This design comes from an exercise in tuning for small area, a short achievable clock period and few clock cycles on the open sky130 flow, not from production work. The RTL was checked by simulation tests, not by an equivalence proof against the original design. Power figures rest on the tool's default switching activity, not on a simulated workload.

==> design.v <==
module framecore_rx (
    input  wire        clk,
    input  wire        rst,             
    input  wire        cfg_scheme,      
    input  wire [32:0] cfg_gen,
    input  wire [7:0]  cfg_tag_start,
    input  wire [7:0]  cfg_tag_stop,
    input  wire [7:0]  cfg_tag_esc,
    input  wire        in_valid,
    output wire        in_ready,
    input  wire [7:0]  in_data,
    output wire        out_valid,
    input  wire        out_ready,
    output wire        out_is_res,      
    output wire [7:0]  out_data,
    output wire [3:0]  out_result,
    output wire [31:0] out_rem,
    output wire [6:0]  out_len
);
    localparam MAXB = 68;               
    localparam NBUF = 68;               
    localparam R_FRAME = 3'd2;
    localparam R_EMPTY = 3'd3;
    localparam R_CDLM  = 3'd4;
    localparam R_ICF   = 3'd5;
    localparam R_OVER  = 3'd7;
    localparam A_SEEK    = 2'd0;
    localparam A_SEEKESC = 2'd1;
    localparam A_BODY    = 2'd2;
    localparam A_BESC    = 2'd3;
    localparam K_APP   = 2'd0;
    localparam K_BEGIN = 2'd1;
    localparam K_STOP  = 2'd2;
    localparam K_OVER  = 2'd3;
    reg  [32:0] g;
    reg  [4:0]  kk;
    wire        g_ok = g[32];
    wire [31:0] gk   = g[31:0];
    wire [5:0]  lsum = 6'd39 - {1'b0, kk};
    reg  [2:0]  code_len;                       
    always @(posedge clk) begin
        if (rst) begin
            g  <= cfg_scheme ? {2'b11, 31'd0} : cfg_gen;
            kk <= cfg_scheme ? 5'd31 : 5'd0;
        end else if (!g[32]) begin
            g  <= {g[31:0], 1'b0};
            kk <= kk + 5'd1;
        end
        code_len <= lsum[5:3];
    end
    reg  [1:0]  a_st;
    reg         act_v;
    reg  [1:0]  act_k;
    reg  [7:0]  act_b;
    reg  [7:0]  act_u;                  
    reg  [27:0] linv_r;
    reg  [7:0]  wptr, bstart, rptr;
    reg  [6:0]  bcnt;                   
    reg         bz;                     
    reg         blt;                    
    reg  [31:0] crc;
    reg         s0_v, s1_v, s2_v, s3_v;    
    reg  [2:0]  s0_res, s1_res, s2_res, s3_res;
    reg  [6:0]  s0_len, s1_len, s2_len, s3_len;
    reg  [31:0] s0_rem, s1_rem;
    reg  [6:0]  s0_pay;                 
    reg         s0_pnz;                 
    reg  [4:0]  s0_sh;                  
    reg         s0_shown;
    reg         o_v, o_res;
    reg  [7:0]  o_data;
    reg  [7:0]  mem [0:NBUF-1];
    reg  [5:0]  eptr, optr;
    reg  [7:0]  rb_e, rb_o;
    reg  [7:0]  sel_e, sel_o;
    integer ri;
    always @(*) begin
        sel_e = 8'd0;
        sel_o = 8'd0;
        for (ri = 0; ri < NBUF / 2; ri = ri + 1) begin
            sel_e = sel_e | (mem[2 * ri]     & {8{eptr == ri}});
            sel_o = sel_o | (mem[2 * ri + 1] & {8{optr == ri}});
        end
    end
    always @(posedge clk) begin
        rb_e <= sel_e;
        rb_o <= sel_o;
    end
    wire full   = (wptr[6:0] == rptr[6:0]) && (wptr[7] != rptr[7]);
    reg  sp_ok;
    wire pop    = o_v && o_res && out_ready;
    wire n_icf;
    wire q_room = !s1_v || (!s2_v && pop) || (!n_icf && (!s3_v || pop));
    reg  act_app;                       
    wire go_app = act_app && sp_ok;
    wire go_beg = act_v && act_k == K_BEGIN;
    wire go_end = act_v && act_k[1] && q_room;
    wire b_go   = act_v && (
                   (act_k == K_APP)   ? sp_ok :
                   (act_k == K_BEGIN) ? 1'b1 : q_room);
    reg  ir;
    assign in_ready = ir;
    wire take = in_valid && ir;
    wire is_start = (in_data == cfg_tag_start);
    wire is_stop  = (in_data == cfg_tag_stop);
    wire is_esc   = (in_data == cfg_tag_esc);
    wire a_full = (act_v && act_k == K_APP)   ? (bcnt == MAXB - 1) :
                  (act_v && act_k == K_BEGIN) ? 1'b0 : (bcnt == MAXB);
    reg  [1:0]  a_nst, a_nk;
    reg         a_mk;
    always @(*) begin
        a_nst = a_st;
        a_mk  = 1'b0;
        a_nk  = K_APP;
        case (a_st)
            A_SEEK: begin
                if (is_start) begin
                    a_nst = A_BODY;
                    a_mk  = 1'b1;
                    a_nk  = K_BEGIN;
                end else if (is_esc)
                    a_nst = A_SEEKESC;
            end
            A_SEEKESC: a_nst = A_SEEK;
            default: begin
                if (a_st == A_BODY && is_esc)
                    a_nst = A_BESC;
                else if (a_st == A_BODY && is_stop) begin
                    a_nst = A_SEEK;
                    a_mk  = 1'b1;
                    a_nk  = K_STOP;
                end else if (a_st == A_BODY && is_start) begin
                    a_mk  = 1'b1;
                    a_nk  = K_BEGIN;
                end else if (a_full) begin
                    a_nst = A_SEEK;
                    a_mk  = 1'b1;
                    a_nk  = K_OVER;
                end else begin
                    a_nst = A_BODY;
                    a_mk  = 1'b1;
                    a_nk  = K_APP;
                end
            end
        endcase
    end
    wire        act_v_n = (take && a_mk) || (act_v && !b_go);
    wire [1:0]  act_k_n = (take && a_mk) ? a_nk : act_k;
    wire [39:0] in_sh = {32'd0, in_data} << kk;
    reg  [7:0]  in_w;
    integer ia, ja;
    always @(*) begin
        for (ia = 0; ia < 8; ia = ia + 1) begin
            in_w[ia] = in_sh[39 - ia];
            for (ja = 0; ja < ia; ja = ja + 1)
                in_w[ia] = in_w[ia] ^ (in_sh[39 - ja] & linv_r[ia * (ia - 1) / 2 + ja]);
        end
    end
    always @(posedge clk) begin
        if (rst) begin
            a_st  <= A_SEEK;
            act_v <= 1'b0;
            act_app <= 1'b0;
        end else begin
            act_v <= act_v_n;
            act_app <= act_v_n && act_k_n == K_APP;
            act_k <= act_k_n;
            if (take) begin
                act_b <= in_data;
                act_u <= in_w;
                a_st  <= a_nst;
            end
        end
    end
    reg  [7:0]  linv [0:7];             
    reg  [27:0] linv_n;
    integer i, j, m;
    always @(*) begin
        for (i = 0; i < 8; i = i + 1) begin
            linv[i] = 8'd0;
            linv[i][i] = 1'b1;
            for (m = 0; m < i; m = m + 1)
                if (gk[32 - i + m]) linv[i] = linv[i] ^ linv[m];
        end
        for (i = 1; i < 8; i = i + 1)
            for (j = 0; j < i; j = j + 1)
                linv_n[i * (i - 1) / 2 + j] = linv[i][j];
    end
    always @(posedge clk) linv_r <= linv_n;
    wire [39:0] inj = {32'd0, act_b} << kk;
    reg  [31:0] crc_n;
    reg  [7:0]  top;
    always @(*) begin
        for (i = 0; i < 8; i = i + 1) begin
            top[i] = crc[31 - i] ^ act_u[i];
            for (j = 0; j < i; j = j + 1)
                top[i] = top[i] ^ (crc[31 - j] & linv_r[i * (i - 1) / 2 + j]);
        end
        crc_n = {crc[23:0], 8'd0} ^ inj[31:0];
        for (m = 0; m < 8; m = m + 1)
            if (top[m]) crc_n = crc_n ^ (gk << (7 - m));
    end
    function [7:0] incb(input [7:0] p);
        incb = (p[6:0] == NBUF - 1) ? {~p[7], 7'd0} : {p[7], p[6:0] + 7'd1};
    endfunction
    function [5:0] inc34(input [5:0] p);
        inc34 = (p == NBUF / 2 - 1) ? 6'd0 : p + 6'd1;
    endfunction
    wire        short_b = blt;
    wire        crc_bad = (crc != 32'd0);
    wire [6:0]  pay     = bcnt - {4'd0, code_len};
    wire [7:0]  pe_dif  = {1'b0, wptr[6:0]} - {5'd0, code_len};
    wire [7:0]  pend    = pe_dif[7] ? {~wptr[7], pe_dif[6:0] + NBUF[6:0]} : {wptr[7], pe_dif[6:0]};
    wire        good    = !bz && !blt && !crc_bad;
    wire        push   = act_v && act_k[1];
    wire        wr     = go_app;
    reg  [2:0]  n_res;
    always @(*) begin
        if (act_k == K_OVER)    n_res = R_OVER;
        else if (bz)            n_res = R_EMPTY;
        else if (short_b)       n_res = R_CDLM;
        else if (crc_bad)       n_res = R_ICF;
        else                    n_res = R_FRAME;
    end
    wire        n_frame = (n_res == R_FRAME);
    assign      n_icf   = (n_res == R_ICF);
    wire [6:0]  s1_pay = (s1_v && s1_res == R_FRAME) ? s1_len : 7'd0;
    always @(posedge clk) begin
        if (wr) mem[wptr[6:0]] <= act_b;
    end
    always @(posedge clk) begin
        if (rst) begin
            wptr   <= 8'd0;
            bstart <= 8'd0;
            bcnt   <= 7'd0;
            bz     <= 1'b1;
            blt    <= 1'b1;
            crc    <= 32'd0;
        end else begin
            if (go_app) begin
                bcnt <= bcnt + 7'd1;
                bz   <= 1'b0;
                blt  <= (bcnt + 7'd1 < {4'd0, code_len});
                crc  <= crc_n;
                wptr <= incb(wptr);
            end
            if (go_beg) begin
                bcnt <= 7'd0;
                bz   <= 1'b1;
                blt  <= 1'b1;
                crc  <= 32'd0;
                wptr <= bstart;
            end
            if (go_end) begin
                bcnt <= 7'd0;
                bz   <= 1'b1;
                blt  <= 1'b1;
                if (act_k == K_STOP && good) begin
                    wptr   <= pend;
                    bstart <= pend;
                end else
                    wptr <= bstart;
            end
        end
    end
    wire o_free = !o_v || out_ready;
    wire rd     = o_free && s0_pnz;
    wire at0 = pop ? !s1_v : !s0_v;
    wire at1 = pop ? (s1_v && !s2_v) : (s0_v && !s1_v);
    wire at2 = pop ? (s2_v && !s3_v) : (s1_v && !s2_v);
    wire at3 = pop ? s3_v : (s2_v && !s3_v);
    always @(posedge clk) begin
        if (rst) begin
            s0_v     <= 1'b0;
            s1_v     <= 1'b0;
            s2_v     <= 1'b0;
            s3_v     <= 1'b0;
            s0_pay   <= 7'd0;
            s0_pnz   <= 1'b0;
            s0_sh    <= 5'd0;
            s0_shown <= 1'b0;
            rptr     <= 8'd0;
            eptr     <= 6'd0;
            optr     <= 6'd0;
            o_v      <= 1'b0;
            o_res    <= 1'b0;
        end else begin
            if (pop || (!s0_v && push)) begin
                s0_shown <= 1'b0;
                if (pop && s1_v) begin
                    s0_v   <= 1'b1;
                    s0_res <= s1_res;
                    s0_len <= s1_len;
                    s0_pay <= s1_pay;
                    s0_pnz <= (s1_pay != 7'd0);
                    s0_rem <= s1_rem;
                    s0_sh  <= (s1_res == R_ICF) ? kk : 5'd0;
                end else begin
                    s0_v   <= push;
                    s0_res <= n_res;
                    s0_len <= pay;
                    s0_pay <= (push && n_frame) ? pay : 7'd0;
                    s0_pnz <= push && n_frame && (pay != 7'd0);
                    s0_rem <= crc;
                    s0_sh  <= (push && n_icf) ? kk : 5'd0;
                end
            end else begin
                if (s0_sh != 5'd0) begin
                    s0_rem <= {1'b0, s0_rem[31:1]};
                    s0_sh  <= s0_sh - 5'd1;
                end
                if (rd) begin
                    s0_pay <= s0_pay - 7'd1;
                    s0_pnz <= (s0_pay != 7'd1);
                end
                if (o_free && s0_v && s0_pay == 7'd0 && s0_sh == 5'd0)
                    s0_shown <= 1'b1;
            end
            if (push && at1) begin
                s1_v   <= 1'b1;
                s1_res <= n_res;
                s1_len <= pay;
                s1_rem <= crc;
            end else if (pop) begin
                s1_v   <= s2_v;
                s1_res <= s2_res;
                s1_len <= s2_len;
                s1_rem <= 32'd0;        
            end
            if (push && at2 && !n_icf) begin
                s2_v   <= 1'b1;
                s2_res <= n_res;
                s2_len <= pay;
            end else if (pop) begin
                s2_v   <= s3_v;
                s2_res <= s3_res;
                s2_len <= s3_len;
            end
            if (push && at3 && !n_icf) begin
                s3_v   <= 1'b1;
                s3_res <= n_res;
                s3_len <= pay;
            end else if (pop)
                s3_v <= 1'b0;
            if (rd) begin
                rptr <= incb(rptr);
                if (rptr[0]) optr <= inc34(optr);
                else         eptr <= inc34(eptr);
            end
            if (o_free) begin
                if (rd) begin
                    o_v    <= 1'b1;
                    o_res  <= 1'b0;
                    o_data <= rptr[0] ? rb_o : rb_e;
                end else if (s0_v && !s0_shown && s0_sh == 5'd0 && !pop) begin
                    o_v    <= 1'b1;
                    o_res  <= 1'b1;
                end else
                    o_v <= 1'b0;
            end
        end
    end
    wire g_ok_n  = rst ? (cfg_scheme || cfg_gen[32]) : (g[32] || g[31]);
    wire b_go_c  = act_v && (
                   (act_k == K_APP)   ? sp_ok :
                   (act_k == K_BEGIN) ? 1'b1 : (!s1_v || (pop && !s2_v)));
    wire av_c    = act_v_n;
    wire s1_free = !s1_v && !(act_v && act_k[1]);
    wire [7:0] wnx = incb(wptr);
    wire sp_ok_n = !full && !((wnx[6:0] == rptr[6:0]) && (wnx[7] != rptr[7]) && wr);
    always @(posedge clk) sp_ok <= rst || sp_ok_n;
    always @(posedge clk) begin
        if (rst)
            ir <= g_ok_n;
        else
            ir <= g_ok_n && (!av_c ||
                  ((act_k_n == K_APP)   ? sp_ok_n :
                   (act_k_n == K_BEGIN) ? 1'b1 : s1_free));
    end
    assign out_valid  = o_v;
    assign out_is_res = o_res;
    assign out_data   = o_data;
    assign out_result = {1'b0, s0_res};
    assign out_rem    = s0_rem;
    assign out_len    = s0_len;
endmodule
==> run.sh <==
#!/bin/bash
# synth_recipe.tcl (not shown) runs the flow's synth.tcl, then flattens the netlist and writes it again
# the make line also repeats each setting of config.mk as NAME=value (left out here)
make -C /OpenROAD-flow-scripts/flow DESIGN_CONFIG=/design/flow/config.mk WORK_HOME=/design/flow/orfs CLKGATE_MAP_FILE= SYNTH_SCRIPT=/design/flow/synth_recipe.tcl finish
==> config.mk <==
export PLATFORM = sky130hd
export DESIGN_NAME = framecore_rx
export DESIGN_NICKNAME = framecore_rx
export VERILOG_FILES = /design/flow/design.v
export SDC_FILE = /design/flow/constraint.sdc
export NUM_CORES = 4
export LEC_CHECK = 0
export CAP_MARGIN = 5
export CORE_MARGIN = 2
export CORE_UTILIZATION = 40
export CTS_BUF_LIST = sky130_fd_sc_hd__clkbuf_16
export CTS_CLUSTER_DIAMETER = 70
export CTS_CLUSTER_SIZE = 30
export SETUP_SLACK_MARGIN = 2.5
export SLEW_MARGIN = 5
==> constraint.sdc <==
create_clock -name core_clock -period 5.0 [get_ports {clk}]
set_input_delay 1.0000 -clock core_clock [delete_from_list [all_inputs] [get_ports {clk}]]
set_output_delay 1.0000 -clock core_clock [all_outputs]
set_load 0.01 [all_outputs]
==> metrics.yaml, run 1 <==
run_status:
  outcome: "timing/DRC/antenna clean"
setup_path:
  cp-start-kind: "register"
  path_max_fanout: 7
  path_cells: "xor2_4 -> buf_6 -> mux2_4 -> clkbuf_16 -> o21ai_2 -> a32oi_1 -> xor2_1 -> xnor3_1 -> o21ai_1"
  arrival_ns: 3.21
  path_class: "reg -> reg"
  max_stage_delay_ns: 0.50
  critical_path_required_ns: 5.57
  crit_family: "XOR/XNOR gates"
  crit_path_end_kind: "register"
  critPathBufInv: 2
  cp_slowest_cell: "edfxtp_1"
logic_synthesis:
  synthMuxAreaShare_pct: 2.00
  synth_top_family_by_area: "simple AND/OR/NAND/NOR gates"
  synth_fa_ha_area_share_pct: 1.02
  postSynthCellCount: 3132
  synth_area_um2: 38400
  synth-xor-area-share_pct: 9.23
  synth_compound_area_share_pct: 11.1
  synth_nets: 3232
  async_flop_share_pct: 0
  post_synth_and_or_nand_nor_area_fraction_pct: 11.8
  synthFlopType: "edfxtp_1"
  ys_seq_elements: 841
  synth_edf_count: 710
  yosysWarningCount: 2
  ys_seq_area_share_pct: 62.3
  syn_area_per_cell_um2: 12.3
  yosys.cell_types.count: 71
sta:
  holdWs_ns: 0.472
  fmax_mhz: 379
  fin_skew_ns: 0.0505
  setup_slack_ns: 2.36
  worst_pin_slew_ns: 1.24
  setup_viol: 0
  maxSlewViolCount: 0
  hold_viol: 0
  period_minus_slack_ns: 2.64
  maxSlewHeadroom_pct: 17.2
  rsz0062_at_grt: "yes"
  post-route-period-util_pct: 52.8
  setup_tns_ns: 0
placed_design:
  dp_hpwl_um: 78100
  dp_slack_ns: 1.41
  io_buffers: 122
  place_inst: 4401
  place_congestion: 0.900
final_layout:
  nNetsFinal: 3440
  n_fill_cell: 8205
  layout-drive-gt1-share_pct: 22.1
  stdcell_count: 4644
  synthToLayoutAreaGrowth_pct: 21.1
  diodes: 0
clock_network:
  clock_sinks: 841
  cts_inserted_buffers: 48
  path_clk_slew_ns: 0.10
  clockBufferDepth: 3
  hold_buffers: 0
  cts-root-buf: "clkbuf_16"
  htreeDepth: 2
  cts_tree: "yes"
  clock_latency_ns: 0.65
floorplan:
  die_area_um2: 98600
  core.rowCount: 113
  start_util_pct: 40.4
  core_region_area_um2: 95200
  fp.dieH_um: 314
  ioPinCount: 124
  fp.dieW_um: 314
hold_path:
  holdCritPathClass: "reg -> reg"
drt:
  drt-total-wl_um: 121000
  viasPerCell: 5.83
  routed-via-count: 27100
  drt-pass1-iter-count: 7
  drtIter0Drc: 3136
  drc: 0
  post_drt_wl_per_cell_um: 26.1
  ant_nets: 0
grt:
  grt_pass1_wl_um: 174000
  grt_usage_pct: 23.8
  grt_pass1_vias: 25200
  grt-ovfl-total: 0
  grt_antenna_before_repair: 0
  grt_max_degree: 83
pwr:
  p_leak_nw: 16.2
  max-vdd-ir-drop_mv: 0.259
  power_density_nw_per_um2: 319
flow_run:
  max-cap-violations: 0
## synth_stat cells (all sizes together) (4+ instances only)
cell / count / area share, %
a211o: 4 / 0.091
a211oi: 20 / 0.39
a21oi: 75 / 0.98
a221oi: 58 / 1.3
a22o: 82 / 1.9
a22oi: 177 / 3.5
a31oi: 5 / 0.081
a32oi: 20 / 0.46
and2: 19 / 0.31
and3: 47 / 0.76
and4b: 5 / 0.13
buf: 55 / 0.78
clkbuf: 131 / 1.3
dfxtp: 131 / 6.8
edfxtp: 710 / 55
ha: 28 / 0.91
inv: 48 / 0.47
mux2: 19 / 0.56
mux2i: 51 / 1.3
nand2: 423 / 4.1
nand2b: 21 / 0.34
nand3: 58 / 0.76
nand3b: 8 / 0.16
nand4: 61 / 0.99
nor2: 241 / 2.4
nor2b: 13 / 0.21
nor3: 47 / 0.61
nor3b: 9 / 0.18
nor4: 21 / 0.34
nor4b: 4 / 0.091
o211ai: 6 / 0.13
o21ai: 121 / 1.6
o22ai: 12 / 0.20
or2: 6 / 0.098
or3: 7 / 0.11
xnor2: 198 / 4.6
xnor3: 33 / 1.9
xor2: 118 / 2.7
## layout make-up
cell class	count	area, um^2	share of cell area (%)
flip-flops and latches	841	24100	51.7
repair buffers	339	3230	6.95
repair inverters	1	7.51	0.0161
clock inverters	39	483	1.04
clock buffers	50	1250	2.69
well taps	1265	1580	3.40
multi-input cells	2061	15700	33.8
inverters	48	191	0.411
## kinds of logic (layout without fill, tap and decap cells)
kind of cell	after synthesis	in the layout
muxes	72	72
adders and majority gates	30	30
other	1	1
DFF	841	841
and+or+nand+nor	1001	1002
buffers and inverters	234	477
AOI/OAI and AO/OA	604	605
xor gates and xnor gates	349	351
## path summary, 6_finish.rpt
path | end | startpoint | cells past startpoint | slack [ns]
min reg2reg | bstart[6] | bstart[6] | 2 | 0.47
max | crc[20] | act_u[1] | 9 | 2.36
min | bstart[6] | bstart[6] | 2 | 0.47
max reg2reg | crc[20] | act_u[1] | 9 | 2.36
## state kept, by name, summed over array words and instances, names as in the netlist, 32 cells and up
| signal | cells |
|---|---|
| crc | 32 |
| s1_rem | 32 |
| mem | 544 |
| g | 33 |
| s0_rem | 32 |
## placed cells by master (no fill, tap or decap), types with 61 or more instances in the layout
cell | synthesis | routed
nor2_2 | 0 | 67
a22oi_1 | 177 | 177
nand2_1 | 423 | 371
xnor2_1 | 194 | 143
dfxtp_1 | 131 | 91
a21oi_1 | 75 | 61
edfxtp_1 | 710 | 710
buf_4 | 5 | 158
nor2_1 | 241 | 156
a22o_1 | 82 | 82
nand4_1 | 61 | 61
xor2_1 | 117 | 101
o21ai_0 | 117 | 96
## power breakdown
group	leakage [nW]	total, mW	switching (mW)	internal (mW)
combinational	7.82	2.14	1.11	1.02
sequential	7.56	8.03	0.250	7.78
clock	0.844	4.67	2.67	2.00
total	16.2	14.8	4.04	10.8
## stage by stage
stage               area [um^2]  util (%)  total power, mW
global route              46500      48.9             15.3
floorplan                 38700         -             9.30
finish                    46500      48.9             14.8
detailed placement        41100      43.2             9.95
CTS                       44500      46.8             14.6
global placement          41100      43.2             9.94
## per-layer routing
layer  wire [um]  GRT usage (%)
met2       58900           39.9
met1       49600           32.5
met3        8990           3.14
met4        3930           6.62
met5           0              0
## repair_timing
action	4_1_cts	5_1_grt
setup endpoints to repair	677	398
gates cloned	6	6
resized for setup	305	330
setup buffers	82	60
pin swaps	68	154
hold endpoints to repair	0	0
## worst reg2reg max path: cells and delay by family (launching register included)
family / cells / cell delay (ns)
buffers and inverters: 2 / 0.31
AO/OA/AOI/OAI: 3 / 0.31
flip-flops: 1 / 0.50
XOR/XNOR: 3 / 1.10
multiplexers: 1 / 0.35
Testbench counts, summed over its fixed seeds: cycles 9,977.
==> inputs of run 2 (changes only) <==
--- a/config.mk
+++ b/config.mk
@@ -6,5 +6,5 @@
 export NUM_CORES = 4
 export LEC_CHECK = 0
-export CAP_MARGIN = 5
+export CAP_MARGIN = 20
 export CORE_MARGIN = 2
 export CORE_UTILIZATION = 40
@@ -12,4 +12,4 @@
 export CTS_CLUSTER_DIAMETER = 70
 export CTS_CLUSTER_SIZE = 30
-export SETUP_SLACK_MARGIN = 2.5
-export SLEW_MARGIN = 5
+export SETUP_SLACK_MARGIN = 2.45
+export SLEW_MARGIN = 20
==> run 2 against run 1 <==
Net effect:
- hold slack lost 0.0060 ns
- sequential power about the same
- global-route usage fell by 0.23 points
- worst setup slack improved by 0.078 ns
- sequential share of layout area up 2.1 points
- core utilization is 1.9 points lower
- first-iteration DRC count fell by 7.1%
- area after synthesis stayed put
- clock-buffer cell count unchanged
- critical path depth is 1 lower
- critical endpoint is now rb_o[4]
- largest cell class unchanged
- largest power group unchanged
- highest routed layer unchanged
==> metrics.yaml, run 2 <==
run_status:
  outcome: "timing/DRC/antenna clean"
sta:
  fmax_mhz: 390  # +3.0%
  worst_pin_slew_ns: 1.13  # -0.106 ns
  period_minus_slack_ns: 2.56  # -0.0778 ns
  setup_viol: 0  # unchanged
  rsz0062_at_grt: "yes"
  fin_skew_ns: 0.0709  # +0.0205 ns
  post-route-period-util_pct: 51.2  # -1.6 points
  maxSlewViolCount: 0  # unchanged
  setup_tns_ns: 0  # unchanged
  hold_viol: 0  # unchanged
  maxSlewHeadroom_pct: 24.3  # +7.1 points
clock_network:
  clock_latency_ns: 0.70  # +0.05 ns
  path_clk_slew_ns: 0.10  # about the same
  cts_inserted_buffers: 50  # +4.2%
  hold_buffers: 0  # unchanged
  cts-root-buf: "clkbuf_16"
  cts_tree: "yes"
  clock_sinks: 841  # unchanged
  htreeDepth: 2  # unchanged
  clockBufferDepth: 3  # unchanged
final_layout:
  final_common_cell: "edfxtp_1"
  nNetsFinal: 3368  # -2.1%
  stdcell_count: 4575  # -1.5%
  diodes: 0  # unchanged
  largest_reg_flops: 544  # unchanged
  synthToLayoutAreaGrowth_pct: 16.3
  final_cell_mix: "edfxtp_1, nand2_1, nor2_1, a22oi_1, xnor2_1"
  layout-drive-gt1-share_pct: 15.6  # -6.5 points
floorplan:
  ioPinCount: 124  # unchanged
  fp.dieH_um: 314  # unchanged
  core.rowCount: 113  # unchanged
  fp.dieW_um: 314  # unchanged
  core_region_area_um2: 95200  # unchanged
  start_util_pct: 40.4  # unchanged
  die_area_um2: 98600  # unchanged
logic_synthesis:
  ys_seq_area_share_pct: 62.3  # unchanged
  postSynthCellCount: 3132  # unchanged
  yosysMostFrequentCell: "edfxtp_1"
  async_flop_share_pct: 0  # unchanged
  synthFlopType: "edfxtp_1"
  synth_area_leaders: "edfxtp_1, dfxtp_1, xnor2_1"
  yosys.cell_types.count: 71  # unchanged
  ys_top_cells_by_count: "edfxtp_1, nand2_1, nor2_1"
  synth_edf_count: 710  # unchanged
  synth_top_area_share_pct: 55.5  # unchanged
  ys_seq_elements: 841  # unchanged
  synth_nets: 3232  # unchanged
  synth_top_cell_by_area: "edfxtp_1"
  syn_area_per_cell_um2: 12.3  # unchanged
  yosysWarningCount: 2  # unchanged
  synth_area_um2: 38400  # unchanged
grt:
  grt-ovfl-total: 0  # unchanged
  grt_util_met2_pct: 39.5  # -0.43 points
  grt_max_degree: 84  # +1.2%
  grt_antenna_before_repair: 1  # +1
  grt.met3_usage_pct: 3.45  # +0.31 points
  gr-usage-met1_pct: 32.1  # -0.36 points
  grt_pass1_vias: 25100  # -0.33%
  busiest_layer: "met2"
  grt_pass1_wl_um: 173000  # -0.71%
  grt_usage_pct: 23.6  # -0.23 points
placed_design:
  io_buffers: 122  # unchanged
  dp_hpwl_um: 78300  # +0.28%
  place_congestion: 0.903  # +0.33%
  place_inst: 4409  # +0.18%
setup_path:
  cp-startpoint: "optr[4]"
  arrival_ns: 3.12  # -0.09 ns
  worstReg2RegStart: "optr[4]"
  crit_path_end_kind: "register"
  cp-start-kind: "register"
  path_max_fanout: 11  # +4
  path_class: "reg -> reg"
  r2r_slack_ns: 2.44  # +0.08 ns
  critical_path_required_ns: 5.56  # about the same
drt:
  drc: 0  # unchanged
  viasPerCell: 5.75  # -1.4%
  ant_nets: 0  # unchanged
  drt-pass1-iter-count: 5  # -2
  post_drt_wl_per_cell_um: 25.9  # -0.94%
  drt-total-wl_um: 118000  # -2.4%
  routed-via-count: 26300  # -2.9%
  drtIter0Drc: 2912  # -7.1%
pwr:
  power_density_nw_per_um2: 328  # +2.9%
  p_leak_nw: 15.4  # -5.0%
  max-vdd-ir-drop_mv: 0.414  # +60%
  power_mw: 14.7  # -1.2%
hold_path:
  holdCritPathClass: "reg -> reg"
  worstHoldStart: "bstart[4]"
flow_run:
  max-cap-violations: 0  # unchanged
==> run 2: cells by family (layout without fill, tap and decap cells) <==
| logic type | after synthesis | in the layout | share of synthesized area [%] |
|---|---|---|---|
| multiplexers | 72 | 72 | 2.00 |
| buffers and inverters | 234 | 411 | 2.53 |
| other | 1 | 1 | 0.00976 |
| flip-flops | 841 | 841 | 62.3 |
| adder cells (fa/ha/maj) | 30 | 30 | 1.02 |
| AO/OA/AOI/OAI | 604 | 604 | 11.1 |
| AND/OR/NAND/NOR | 1001 | 1001 | 11.8 |
| XOR/XNOR | 349 | 350 | 9.23 |
==> run 2: through the flow <==
step	cell area, um^2	worst slack, ns	util (%)	hold slack (ns)
2_1_floorplan	38700	2.23	-	0.346
4_1_cts	43900	2.30	46.2	0.468
3_5_place_dp	41200	1.43	43.3	0.463
5_1_grt	44700	2.32	47.0	0.482
3_3_place_gp	41200	1.46	43.3	0.459
6_report	44700	2.44	47.0	0.466
==> run 2: final cells by class <==
type	count	area (um^2)
Fill cell	8499	50400
Sequential cell	841	24000
Multi-Input combinational cell	2058	14700
Timing Repair Buffer	268	2390
Tap cell	1265	1580
Clock buffer	50	1250
Clock inverter	44	571
Inverter	48	191
Timing Repair inverter	1	7.51
==> run 2: repair_timing <==
item	in CTS	in global routing
cloned	1	3
pin swaps	28	43
setup buffers	38	29
endpoints found under the setup margin	452	212
resized for setup	231	121
==> run 2: final timing paths <==
| path | cells past startpoint | end |
|---|---|---|
| max reg2reg | 8 | rb_o[4] |
| min reg2reg | 2 | wptr[4] |
| max | 8 | rb_o[4] |
| min | 2 | wptr[4] |
==> run 2: worst max-delay path, cell delays in order, from the launching register on <==
cell      delay, ns
dfxtp_2        0.50
nand2b_1       0.28
nor2_1         0.19
buf_4          0.21
a22o_1         0.27
a221oi_4       0.29
nand4_1        0.21
nor3_4         0.31
nand4_1        0.15
==> run 2: routing by layer <==
layer	up-vias	part of all wire (%)
met5	-	0
met4	0	2.8
met3	180	8.2
met2	1167	48
met1	13100	41
li1	11900	-
==> run 2: where the power goes <==
group	internal [mW]	switching, mW	total (mW)
combinational	0.845	0.998	1.84
clock	2.04	2.75	4.79
sequential	7.78	0.241	8.02
total	10.7	3.99	14.7

afterwards: timing with drivers on the ports:
No port has a modelled driver above. Below, the same layouts with a new extraction and two added sets of constraints. Step 1 (the two cells are an assumption about what drives the block):
set clk [get_ports {clk}]
set_driving_cell -lib_cell sky130_fd_sc_hd__clkbuf_16 $clk
set_driving_cell -lib_cell sky130_fd_sc_hd__buf_2 [delete_from_list [all_inputs] $clk]
Step 2 times the ports against the registers' clock, not the clock port: input delays grow and output delays shrink by t, the midpoint of the rising clock arrivals with the driver on. a / b / c = no drivers / after step 1 / after step 2; a / b = the first two.
run | shift t [ns] | setup slack, ns | pins driven straight from the clock port
run 1 | 0.693 | 2.360 / 2.360 / 1.777 | 1
run 2 | 0.723 | 2.438 / 2.438 / 1.726 | 1
After both steps every run listed still meets setup and hold. For run 2, which loses most, drivers alone change the setup slack by 0.000 ns; drivers and shift together by -0.712 ns.
